What follows belongs to an exercise in optimizing a design on an open flow for small area, a short achievable clock period and few clock cycles per item; a production flow would make more cautious choices. No functional check of the RTL was part of this run. Power is estimated from default activity; no workload was simulated.

==> flow/design.v <==
module tcp_engine #(
    parameter N = 8                        
) (
    input  wire        clk,
    input  wire        rst,
    input  wire        cmd_valid,
    output wire        cmd_ready,
    input  wire [1:0]  cmd_op,             
    input  wire [31:0] cmd_local_addr,
    input  wire [31:0] cmd_remote_addr,
    input  wire [15:0] cmd_local_port,
    input  wire [15:0] cmd_remote_port,
    input  wire [3:0]  cmd_flags,          
    input  wire [31:0] cmd_seq,
    input  wire [31:0] cmd_ackno,
    input  wire [31:0] cmd_iss,
    output wire        rsp_valid,
    input  wire        rsp_ready,
    output reg  [3:0]  rsp_status,
    output reg         rsp_created,
    output reg  [3:0]  rsp_state,
    output reg  [31:0] rsp_seq,
    output reg  [31:0] rsp_ackno,
    output wire        tx_valid,
    input  wire        tx_ready,
    output wire [31:0] tx_data,
    output wire        tx_last
);
    localparam IW = (N > 1) ? $clog2(N) : 1;
    localparam OP_GOC = 2'd0, OP_SEG = 2'd1, OP_CLOSE = 2'd2, OP_TIMEOUT = 2'd3;
    localparam ST_OK        = 4'h0, ST_OK_REPLY  = 4'h1, ST_NOMATCH = 4'h2,
               ST_VIOLATION = 4'h3, ST_TABLE_FULL = 4'h7;
    localparam S_CLOSED = 4'd0, S_LISTEN = 4'd1, S_SYNSENT = 4'd2, S_SYNRCVD = 4'd3,
               S_ESTAB = 4'd4, S_FINWAIT1 = 4'd5, S_FINWAIT2 = 4'd6, S_CLOSEWAIT = 4'd7,
               S_CLOSING = 4'd8, S_LASTACK = 4'd9, S_TIMEWAIT = 4'd10;
    localparam [15:0] WINDOW_DEFAULT = 16'h0400;
    localparam [7:0]  TTL_DEFAULT    = 8'd64;
    localparam C_IDLE = 3'd0, C_LOOKUP = 3'd1, C_EXEC = 3'd2, C_RSP = 3'd3, C_TX = 3'd4;
    reg [2:0] cs;
    reg            e_vld [0:N-1];
    reg  [95:0]    e_key [0:N-1];
    reg  [3:0]     e_st  [0:N-1];
    reg  [31:0]    e_seq [0:N-1];
    reg  [31:0]    e_ack [0:N-1];
    reg  [1:0]  c_op;
    reg  [31:0] c_laddr, c_raddr;
    reg  [15:0] c_lport, c_rport;
    reg  [3:0]  c_flags;
    reg  [31:0] c_seq, c_ackno, c_iss;
    wire [95:0] c_key = {c_laddr, c_raddr, c_rport, c_lport};
    reg          l_hit, l_full;
    reg [IW-1:0] l_idx;
    integer i;
    reg          hit_c, free_c;
    reg [IW-1:0] hit_idx_c, free_idx_c;
    always @(*) begin
        hit_c = 1'b0; hit_idx_c = {IW{1'b0}};
        free_c = 1'b0; free_idx_c = {IW{1'b0}};
        for (i = N - 1; i >= 0; i = i - 1) begin
            if (e_vld[i] && e_key[i] == c_key) begin
                hit_c = 1'b1;
                hit_idx_c = i[IW-1:0];
            end
            if (!e_vld[i]) begin
                free_c = 1'b1;
                free_idx_c = i[IW-1:0];
            end
        end
    end
    wire        created = !l_hit;
    wire [3:0]  t_st  = created ? S_LISTEN : e_st[l_idx];
    wire [31:0] t_seq = created ? 32'd0    : e_seq[l_idx];
    wire [31:0] t_ack = created ? 32'd0    : e_ack[l_idx];
    wire f_syn = c_flags[3];
    wire f_ack = c_flags[2];
    wire f_fin = c_flags[1];
    reg  [3:0]  n_status;
    reg  [3:0]  n_st;
    reg  [31:0] n_seq, n_ack;
    reg  [2:0]  n_rflags;                  
    always @(*) begin
        n_status = ST_NOMATCH;
        n_st     = t_st;
        n_seq    = t_seq;
        n_ack    = t_ack;
        n_rflags = 3'b000;
        case (c_op)
            OP_GOC: n_status = ST_OK;
            OP_SEG: begin
                if (f_syn && t_st != S_LISTEN && t_st != S_SYNSENT) begin
                    n_status = ST_VIOLATION;
                end else begin
                    case (t_st)
                        S_LISTEN: if (f_syn && !f_ack) begin                   
                            n_status = ST_OK_REPLY; n_st = S_SYNRCVD;
                            n_seq = c_iss; n_ack = c_seq + 32'd1; n_rflags = 3'b110;
                        end
                        S_SYNSENT: if (f_syn && f_ack) begin                   
                            n_status = ST_OK_REPLY; n_st = S_ESTAB;
                            n_seq = c_ackno; n_ack = c_seq + 32'd1; n_rflags = 3'b010;
                        end
                        S_SYNRCVD: if (f_ack && c_ackno == t_seq + 32'd1) begin  
                            n_status = ST_OK; n_st = S_ESTAB; n_seq = c_ackno;
                        end
                        S_ESTAB: if (f_fin) begin                               
                            n_status = ST_OK_REPLY; n_st = S_CLOSEWAIT;
                            n_ack = c_seq + 32'd1; n_rflags = 3'b010;
                        end
                        S_FINWAIT1: if (f_fin) begin                            
                            n_status = ST_OK_REPLY; n_st = S_CLOSING;
                            n_ack = c_seq + 32'd1; n_rflags = 3'b010;
                        end else if (f_ack) begin                               
                            n_status = ST_OK; n_st = S_FINWAIT2; n_seq = c_ackno;
                        end
                        S_FINWAIT2: if (f_fin) begin                            
                            n_status = ST_OK_REPLY; n_st = S_TIMEWAIT;
                            n_ack = c_seq + 32'd1; n_rflags = 3'b010;
                        end
                        S_CLOSING: if (f_ack) begin                             
                            n_status = ST_OK; n_st = S_TIMEWAIT; n_seq = c_ackno;
                        end
                        S_LASTACK: if (f_ack) begin                             
                            n_status = ST_OK; n_st = S_CLOSED; n_seq = c_ackno;
                        end
                        default: ;
                    endcase
                end
            end
            OP_CLOSE: begin
                if (t_st == S_ESTAB) begin                                      
                    n_status = ST_OK_REPLY; n_st = S_FINWAIT1; n_rflags = 3'b001;
                end else if (t_st == S_CLOSEWAIT) begin                         
                    n_status = ST_OK_REPLY; n_st = S_LASTACK; n_rflags = 3'b001;
                end
            end
            OP_TIMEOUT: begin
                if (t_st == S_TIMEWAIT) begin                                   
                    n_status = ST_OK; n_st = S_CLOSED;
                end
            end
        endcase
        if (n_status == ST_NOMATCH || n_status == ST_VIOLATION) begin
            n_st = t_st; n_seq = t_seq; n_ack = t_ack; n_rflags = 3'b000;
        end
    end
    function [15:0] fold32;
        input [31:0] s;
        reg   [31:0] t;
        begin
            t = {16'd0, s[15:0]} + {16'd0, s[31:16]};
            t = {16'd0, t[15:0]} + {16'd0, t[31:16]};
            fold32 = t[15:0];
        end
    endfunction
    wire [7:0]  tcp_flags = {3'b000, n_rflags[1], 1'b0, 1'b0, n_rflags[2], n_rflags[0]};
    wire [31:0] ip_sum = 32'h4500 + 32'h0028 + {TTL_DEFAULT, 8'h06}
                       + c_laddr[31:16] + c_laddr[15:0] + c_raddr[31:16] + c_raddr[15:0];
    wire [15:0] ip_ck  = ~fold32(ip_sum);
    wire [31:0] tcp_sum = c_laddr[31:16] + c_laddr[15:0] + c_raddr[31:16] + c_raddr[15:0]
                        + 32'h0006 + 32'h0014
                        + c_lport + c_rport
                        + n_seq[31:16] + n_seq[15:0] + n_ack[31:16] + n_ack[15:0]
                        + {8'h50, tcp_flags} + WINDOW_DEFAULT;
    wire [15:0] tcp_ck  = ~fold32(tcp_sum);
    reg [31:0] frame [0:10];
    reg [3:0]  tx_idx;
    always @(posedge clk) begin
        if (rst) begin
            cs <= C_IDLE;
            tx_idx <= 4'd0;
            for (i = 0; i < N; i = i + 1) e_vld[i] <= 1'b0;
        end else begin
            case (cs)
                C_IDLE: if (cmd_valid) begin
                    c_op    <= cmd_op;
                    c_laddr <= cmd_local_addr;
                    c_raddr <= cmd_remote_addr;
                    c_lport <= cmd_local_port;
                    c_rport <= cmd_remote_port;
                    c_flags <= cmd_flags;
                    c_seq   <= cmd_seq;
                    c_ackno <= cmd_ackno;
                    c_iss   <= cmd_iss;
                    cs <= C_LOOKUP;
                end
                C_LOOKUP: begin
                    l_hit  <= hit_c;
                    l_full <= !hit_c && !free_c;
                    l_idx  <= hit_c ? hit_idx_c : free_idx_c;
                    cs <= C_EXEC;
                end
                C_EXEC: begin
                    if (l_full) begin
                        rsp_status  <= ST_TABLE_FULL;
                        rsp_created <= 1'b0;
                        rsp_state   <= 4'd0;
                        rsp_seq     <= 32'd0;
                        rsp_ackno   <= 32'd0;
                    end else begin
                        e_vld[l_idx] <= 1'b1;
                        e_key[l_idx] <= c_key;
                        e_st[l_idx]  <= n_st;
                        e_seq[l_idx] <= n_seq;
                        e_ack[l_idx] <= n_ack;
                        rsp_status  <= n_status;
                        rsp_created <= created;
                        rsp_state   <= n_st;
                        rsp_seq     <= n_seq;
                        rsp_ackno   <= n_ack;
                    end
                    frame[0]  <= 32'h0000_0800;
                    frame[1]  <= 32'h4500_0028;
                    frame[2]  <= 32'h0000_0000;
                    frame[3]  <= {TTL_DEFAULT, 8'h06, ip_ck};
                    frame[4]  <= c_laddr;
                    frame[5]  <= c_raddr;
                    frame[6]  <= {c_lport, c_rport};
                    frame[7]  <= n_seq;
                    frame[8]  <= n_ack;
                    frame[9]  <= {8'h50, tcp_flags, WINDOW_DEFAULT};
                    frame[10] <= {tcp_ck, 16'h0000};
                    cs <= C_RSP;
                end
                C_RSP: if (rsp_ready) begin
                    tx_idx <= 4'd0;
                    cs <= (rsp_status == ST_OK_REPLY) ? C_TX : C_IDLE;
                end
                C_TX: if (tx_ready) begin
                    tx_idx <= tx_idx + 4'd1;
                    if (tx_idx == 4'd10) cs <= C_IDLE;
                end
                default: cs <= C_IDLE;
            endcase
        end
    end
    assign cmd_ready = (cs == C_IDLE);
    assign rsp_valid = (cs == C_RSP);
    assign tx_valid  = (cs == C_TX);
    assign tx_data   = frame[tx_idx];
    assign tx_last   = (cs == C_TX) && (tx_idx == 4'd10);
endmodule
==> flow/run.sh <==
#!/bin/bash
# synth_recipe.tcl (not shown) runs the flow's synth.tcl, then flattens the netlist and writes it again
# the make line also repeats each setting of config.mk as NAME=value (left out here)
make -C /OpenROAD-flow-scripts/flow DESIGN_CONFIG=/design/flow/config.mk WORK_HOME=/design/flow/orfs CLKGATE_MAP_FILE= SYNTH_SCRIPT=/design/flow/synth_recipe.tcl finish
==> flow/config.mk <==
export PLATFORM = sky130hd
export DESIGN_NAME = tcp_engine
export DESIGN_NICKNAME = tcp_engine
export VERILOG_FILES = /design/flow/design.v
export SDC_FILE = /design/flow/constraint.sdc
export NUM_CORES = 4
export LEC_CHECK = 0
export CAP_MARGIN = 20
export CORE_MARGIN = 2
export CORE_UTILIZATION = 40
export PLACE_DENSITY = 0.6
export SLEW_MARGIN = 20
==> flow/constraint.sdc <==
create_clock -name core_clock -period 14.0 [get_ports {clk}]
set_input_delay 2.8000 -clock core_clock [delete_from_list [all_inputs] [get_ports {clk}]]
set_output_delay 2.8000 -clock core_clock [all_outputs]
set_load 0.01 [all_outputs]
==> impl_results.md <==
* Antenna viol nets, final at 0
* Ports at 312
* Worst Max-Slew Pin Slew at 1.29 ns
* Num CTS Buffers at 188
* Critical Path Fanout Max at 17
* Clock latency (worst-skew pair) at 0.85 ns
* Share of layout cells above drive strength 1 at around 15%
* Synth Flop Type: edfxtp_1
* Post-synthesis net count at 5637
* Iteration-0 DRC Markers at 7182
* Core Area at 0.200 mm²
* Number of detailed-route iterations in the first pass at 6
* Post-synth ARST share at 0%
* Root Driver: clkbuf_16
* CTS tree: done
* Leakage at 32.4 nW
* Most common cell on crit path: fa_1
* Post-synth EDFFs at between 1500 and 2000
* Via density at 5.91
* R2R cell count at 58
* Yosys Warn Count at 2
* Slowest CP cell: fa_1
* FP Rows at about 160
* First-pass GRT wire length at 400000 µm
* Fin crit share at 95.1%
* Relative slew margins at 14.3%
* Post-DR wirelength/cell at 33.9 µm
* Critical Path Max Stage Delay at 0.55 ns
* Final Core Density at 47.6%
* Grt total ovfl at 0
* CP endpoint: frame[10][31]
* Nets at 6292
* Clock Tree Buf Depth at 3
* Critical Path AT at 13.88 ns
* CP Launch Type: flip-flop
* Final Cell Area at ~0.095 mm²
* Yosys top cell by area: edfxtp_1
* Area Overhead vs Synth at 18.2%
* Synth area leaders: edfxtp_1, xnor2_1, fa_1
* Synthesized instance count at 5187
* Post-Layout Cell Count at 8665
* Worst vdd ir at roughly 0.16 mV
* Final setup violation count at 0
* GRT Total Usage at 28.4%
* Clock Pin Slew Worst Setup and Hold Paths at around 0.060 ns
* Status: finished clean
* Dpl cell area at about 0.089 mm²
* Fin. Hold Viols at 0
* Synthesis-stage register bit count at 1799
* Synthesized area at 0.0803 mm²
* DRC Markers at 0
* Register area share after synthesis at 67.0%
* Max Fclk at 75.1 MHz
* CTS hold repair buffers at 0
* Placed cells at between 8000 and 9000
* Max Cap Viol at 0
* CTS H-tree depth at 4
* DIE AREA at 0.204 mm²
* Crit path kind: flip-flop to flip-flop
* Die width at 452 µm
* Vias at between 50000 and 60000
* Routability cong. at a little over 1
* Critical Path End Type: flip-flop
* R2R Setup Slk at 0.69 ns
* Worst Clk Skew at 0.0282 ns
* DIE HEIGHT at 452 µm
* Final Slew Violations at 0
* Synth Area per Inst at 15.5 µm²
* Largest net degree at the start of global routing at 151
* Vias in the first global route at 49997
* Initial antenna violation count at 30
* Worst Path Required at between 10 and 15 ns
* Minimum clock period at between 10 and 15 ns
* Share of Yosys cell area claimed by the top area cell type at 66.6%
* Hpwl dp at 207000 µm
* R2r endpoint: frame[10][31]
* Post-synthesis cell type count at 97
* Port bufs at 309
* Hold crit path type: flip-flop to flip-flop
* Initial Utilization at 40.2%
* # clock sinks at between 1500 and 2000
* DRT Wirelength at 294000 µm
* Power Dens Cells at 152 mW/mm²
-- stage by stage --
step           hold WS, ns  setup slack (ns)  power [W]  setup TNS (ns)
6_report             0.556             0.685     0.0144               0
5_1_grt              0.570           -0.0535     0.0150          -0.184
4_1_cts              0.541            0.0877     0.0144               0
3_5_place_dp         0.527            0.0590    0.00950               0
3_3_place_gp         0.524            0.0210    0.00950               0
2_1_floorplan        0.460             -2.44    0.00826        -1721.66
-- state kept, by name, summed over array words and instances (netlist names), 4 cells and up, named ones only --
name	cells
c_ackno	32
c_iss	32
c_laddr	32
c_lport	16
c_raddr	32
c_rport	16
c_seq	32
e_ack	256
e_key	768
e_seq	256
e_st	32
e_vld	8
frame	195
rsp_ackno	32
rsp_seq	32
rsp_state	4
tx_idx	4
-- layout by cell type, fill, tap and decap left out, types with 87 or more instances in the layout --
cell type	count
edfxtp_1	1781
inv_1	421
buf_4	369
xnor2_1	358
clkdlybuf4s50_1	309
xor2_1	264
clkbuf_16	193
nand2_1	168
nor2_1	163
fa_1	157
mux4_2	126
nand4_1	124
a22o_1	116
a22oi_1	115
o22ai_1	114
nand3_1	95
nor4_1	95
ha_1	87
-- critical path, delay by kind of cell (launching register included) --
family / cells / cell delay, ns
AO/OA/AOI/OAI: 14 / 2.91
adder cells (fa/ha/maj): 11 / 4.12
multiplexers: 2 / 0.88
flip-flops: 1 / 0.40
XOR/XNOR: 3 / 0.45
buffers and inverters: 8 / 0.86
AND/OR/NAND/NOR: 20 / 3.42
-- cell families after synthesis --
group / synth area share, %
flip-flops: 67.0
AND/OR/NAND/NOR: 5.83
AO/OA/AOI/OAI: 7.06
buffers and inverters: 3.19
XOR/XNOR: 6.85
adder cells (fa/ha/maj): 5.34
multiplexers: 4.72
other: 0.00467
-- Yosys cell counts, types with 115 or more instances --
master	number
edfxtp_1	1781
inv_1	421
xnor2_1	361
xor2_1	264
nor2_1	171
nand2_1	169
clkbuf_1	163
fa_1	157
mux4_2	126
nand4_1	124
a22o_1	116
a22oi_1	115
-- power by group --
part / switching, W / leakage, nW / internal (W)
combinational: 0.00194 / 13.2 / 0.00142
sequential: 0.0000638 / 16.4 / 0.00611
clock: 0.00215 / 2.87 / 0.00275
-- layer usage --
metal	vias up	share of wire, %	track usage, %	wire, µm
li1	21072	-	-	-
met1	26455	38	36.3	110000
met2	2968	46	45.3	136000
met3	686	9.0	5.10	26500
met4	12	7.0	16.7	20500
met5	-	0.042	0	122
-- worst min path at each step --
stage                     slack [ns]  cells after the start  startpoint        to
after floorplan                 0.46                      1    e_vld[7]  e_vld[7]
after global placement          0.52                      1    e_vld[2]  e_vld[2]
after detailed placement        0.53                      1    e_vld[2]  e_vld[2]
after CTS                       0.54                      1    e_vld[2]  e_vld[2]
after global routing            0.57                      1    e_vld[2]  e_vld[2]
final                           0.56                      1    e_vld[2]  e_vld[2]
-- timing repair --
action | 4_1_cts | 5_1_grt
endpoints found under the setup margin | 1 | 16
gates resized for setup | 1 | 34
cloned | 0 | 0
pin swaps | 0 | 14
setup buffers | 0 | 6
-- area by class of cell --
type | count | area (µm²)
sequential | 1799 | 53900
inverter | 429 | 1610
clock inverter | 108 | 968
tap | 2656 | 3320
clock buffer | 231 | 4970
antenna | 18 | 45.0
multi-input combinational | 2742 | 24200
fill | 17194 | 105000
timing repair buffer | 682 | 5930

afterwards: timing with drivers on the ports:
No port has a modelled driver above. Below, the same layout with a new extraction and two added sets of constraints. Step 1, drivers: a clkbuf_16 drives clk and a buf_2 each remaining input, both assumed. Step 2 times the ports against the registers' clock, not the clock port: input delays grow and output delays shrink by t, the midpoint of the rising clock arrivals with the driver on. Slacks: no drivers / after step 1 / after step 2; pairs: no drivers / after step 1.
t, ns: 0.921
slack for setup (ns): 0.685 / 0.685 / 0.685
latest minus earliest clock arrival (ns): 0.029 / 0.029
After both steps setup and hold are still met in this run. For this run, drivers alone change the setup slack by 0.000 ns; drivers and shift together by 0.000 ns.
